This design comes from an exercise in tuning for small area, a short achievable clock period and few clock cycles per item on the open sky130 flow, not from production work.
The RTL was checked by simulation tests, not by an equivalence proof against the original design.
Power figures rest on the tool's default switching activity, not on a simulated workload.

## s8b_encoder
module s8b_encoder (
    input  wire        clk,
    input  wire        rst,
    input  wire        in_valid,
    output wire        in_ready,
    input  wire [31:0] in_data,
    output wire        out_valid,
    input  wire        out_ready,
    output wire [63:0] out_word,
    output wire        out_last
);
    reg [31:0] w0;
    reg [29:0] w1;
    reg [19:0] w2;
    reg [14:0] w3;
    reg [11:0] w4;
    reg [9:0] w5;
    reg [7:0] w6;
    reg [6:0] w7;
    reg [5:0] w8;
    reg [5:0] w9;
    reg [4:0] w10;
    reg [4:0] w11;
    reg [3:0] w12;
    reg [3:0] w13;
    reg [3:0] w14;
    reg [2:0] w15;
    reg [2:0] w16;
    reg [2:0] w17;
    reg [2:0] w18;
    reg [2:0] w19;
    reg [1:0] w20;
    reg [1:0] w21;
    reg [1:0] w22;
    reg [1:0] w23;
    reg [1:0] w24;
    reg [1:0] w25;
    reg [1:0] w26;
    reg [1:0] w27;
    reg [1:0] w28;
    reg [1:0] w29;
    reg [0:0] w30;
    reg [0:0] w31;
    reg [0:0] w32;
    reg [0:0] w33;
    reg [0:0] w34;
    reg [0:0] w35;
    reg [0:0] w36;
    reg [0:0] w37;
    reg [0:0] w38;
    reg [0:0] w39;
    reg [0:0] w40;
    reg [0:0] w41;
    reg [0:0] w42;
    reg [0:0] w43;
    reg [0:0] w44;
    reg [0:0] w45;
    reg [0:0] w46;
    reg [0:0] w47;
    reg [0:0] w48;
    reg [0:0] w49;
    reg [0:0] w50;
    reg [0:0] w51;
    reg [0:0] w52;
    reg [0:0] w53;
    reg [0:0] w54;
    reg [0:0] w55;
    reg [0:0] w56;
    reg [0:0] w57;
    reg [0:0] w58;
    reg [0:0] w59;
    reg [60:0] fo;         
    reg        bf;         
    reg [7:0]  rin;        
    reg [31:0] q0, q1;     
    reg        v0, v1;
    reg        ov, ol;
    reg [63:0] ow;
    assign in_ready  = ~v1;
    assign out_valid = ov;
    assign out_word  = ow;
    assign out_last  = ol;
    wire blk_full = bf;
    wire f0 = fo[0];
    wire f1 = fo[1];
    wire f2 = fo[2];
    wire f3 = fo[3];
    wire f4 = fo[4];
  ...
make LEC_CHECK=0 CAP_MARGIN=20 CORE_MARGIN=2 CORE_UTILIZATION=40 SETUP_SLACK_MARGIN=5 SLEW_MARGIN=20 TNS_END_PERCENT=5 finish   # period 8.0 ns
run.sh (not shown) runs the stock make flow with config.mk's settings and CLKGATE_MAP_FILE= SYNTH_SCRIPT=/design/flow/synth_recipe.tcl, a recipe that flattens the netlist after the stock synthesis.
Testbench counts at the start, summed over its fixed seeds: cycles 24,799, items 24,576.
Rerun with:
==> flow/flow/run.sh (new file) <==
#!/bin/bash
# The standard layout (standard.sh: ORFS synthesis through finish, unchanged), except
# that buffer_ports makes the input and output port buffers from sky130_fd_sc_hd__buf_4
# cells instead of the delay-cell buffer it picks by default. Every port still gets its
# own buffer. make's full output goes to standard.log in this folder; the ORFS steps
# keep their own logs under orfs/logs.
set -euo pipefail
export BUFFER_PORTS_ARGS="-buffer_cell sky130_fd_sc_hd__buf_4"
bash standard.sh "BUFFER_PORTS_ARGS=-buffer_cell sky130_fd_sc_hd__buf_4" finish > standard.log 2>&1
==> flow/standard.sh (new file) <==
#!/bin/bash
# synth_recipe.tcl (not shown) runs the flow's synth.tcl, then flattens the netlist and writes it again
# the make line also repeats each setting of config.mk as NAME=value (left out here)
make -C /OpenROAD-flow-scripts/flow DESIGN_CONFIG=/design/flow/config.mk WORK_HOME=/design/flow/orfs CLKGATE_MAP_FILE= SYNTH_SCRIPT=/design/flow/synth_recipe.tcl "${@:-finish}"
removed: flow/run.sh
What happened:
- The new run passed the timing, design-rule and antenna checks
- core utilization came out lower by 0.83 points
- sequential share of layout area came out higher by 0.59 points
- clock-buffer cell count came out higher by 10
- combinational power came out lower by about 10%
- cell area came out lower by 1.7%
- critical path depth stays the same
Rerun with:
==> flow/flow/run.sh (replaced) <==
#!/bin/bash
# The standard layout (standard.sh: ORFS synthesis through finish, unchanged), except
# that buffer_ports makes the input and output port buffers from sky130_fd_sc_hd__buf_1
# cells instead of the delay-cell buffer it picks by default. Every port still gets its
# own buffer. make's full output goes to standard.log in this folder; the ORFS steps
# keep their own logs under orfs/logs.
set -euo pipefail
export BUFFER_PORTS_ARGS="-buffer_cell sky130_fd_sc_hd__buf_1"
bash standard.sh "BUFFER_PORTS_ARGS=-buffer_cell sky130_fd_sc_hd__buf_1" finish > standard.log 2>&1
CTS_CLUSTER_DIAMETER = 100   (was unset)
CTS_CLUSTER_SIZE = 30   (was unset)
What happened:
- total power is lower by about a fifth
- setup slack is worse by 0.023 ns
- critical path depth decreases by 1
- via count went down slightly
- clock skew goes up by 0.0090 ns
- die area is unchanged
- utilization came out lower by 2.3 points
- worst hold slack stays flat
- wire length goes down slightly
- cell count falls slightly
Rerun with:
CTS_CLUSTER_DIAMETER = 80   (was 100)
CTS_CLUSTER_SIZE = 24   (was 30)
What happened:
- maximum frequency shrinks by a few percent
- setup slack is worse by 0.072 ns
- global-route usage grows by 0.26 points
- combinational power grows by a few percent
- via count grows slightly

[separate check: timing with driven ports]
How much do the figures lean on ideal ports? The routed layouts below were timed once more, with nothing changed but the port constraints.
Step 1, drivers: a clkbuf_16 drives clk and a buf_2 each remaining input, both assumed.
Step 2 adds t to the input delays and takes it off the output delays; t is the mean of the earliest and latest rising clock arrival at the registers after step 1. Input paths then give back, and output paths get back, about the clock's delay inside the block.
Slacks: ideal / step 1 / step 2; pairs: ideal / step 1.
run	shift t [ns]	slack for setup (ns)	cell pins on the clock port's net
the first run	0.657	4.745 / 4.745 / 4.459	1
the second run	0.675	4.771 / 4.771 / 4.356	1
the third run	0.643	4.748 / 4.748 / 4.450	1
the fourth run	0.687	4.676 / 4.676 / 4.448	1
After both steps setup and hold are still met in every run listed. The setup slack of the second run, which loses most, moves by 0.000 ns with the drivers and by -0.415 ns with both steps.
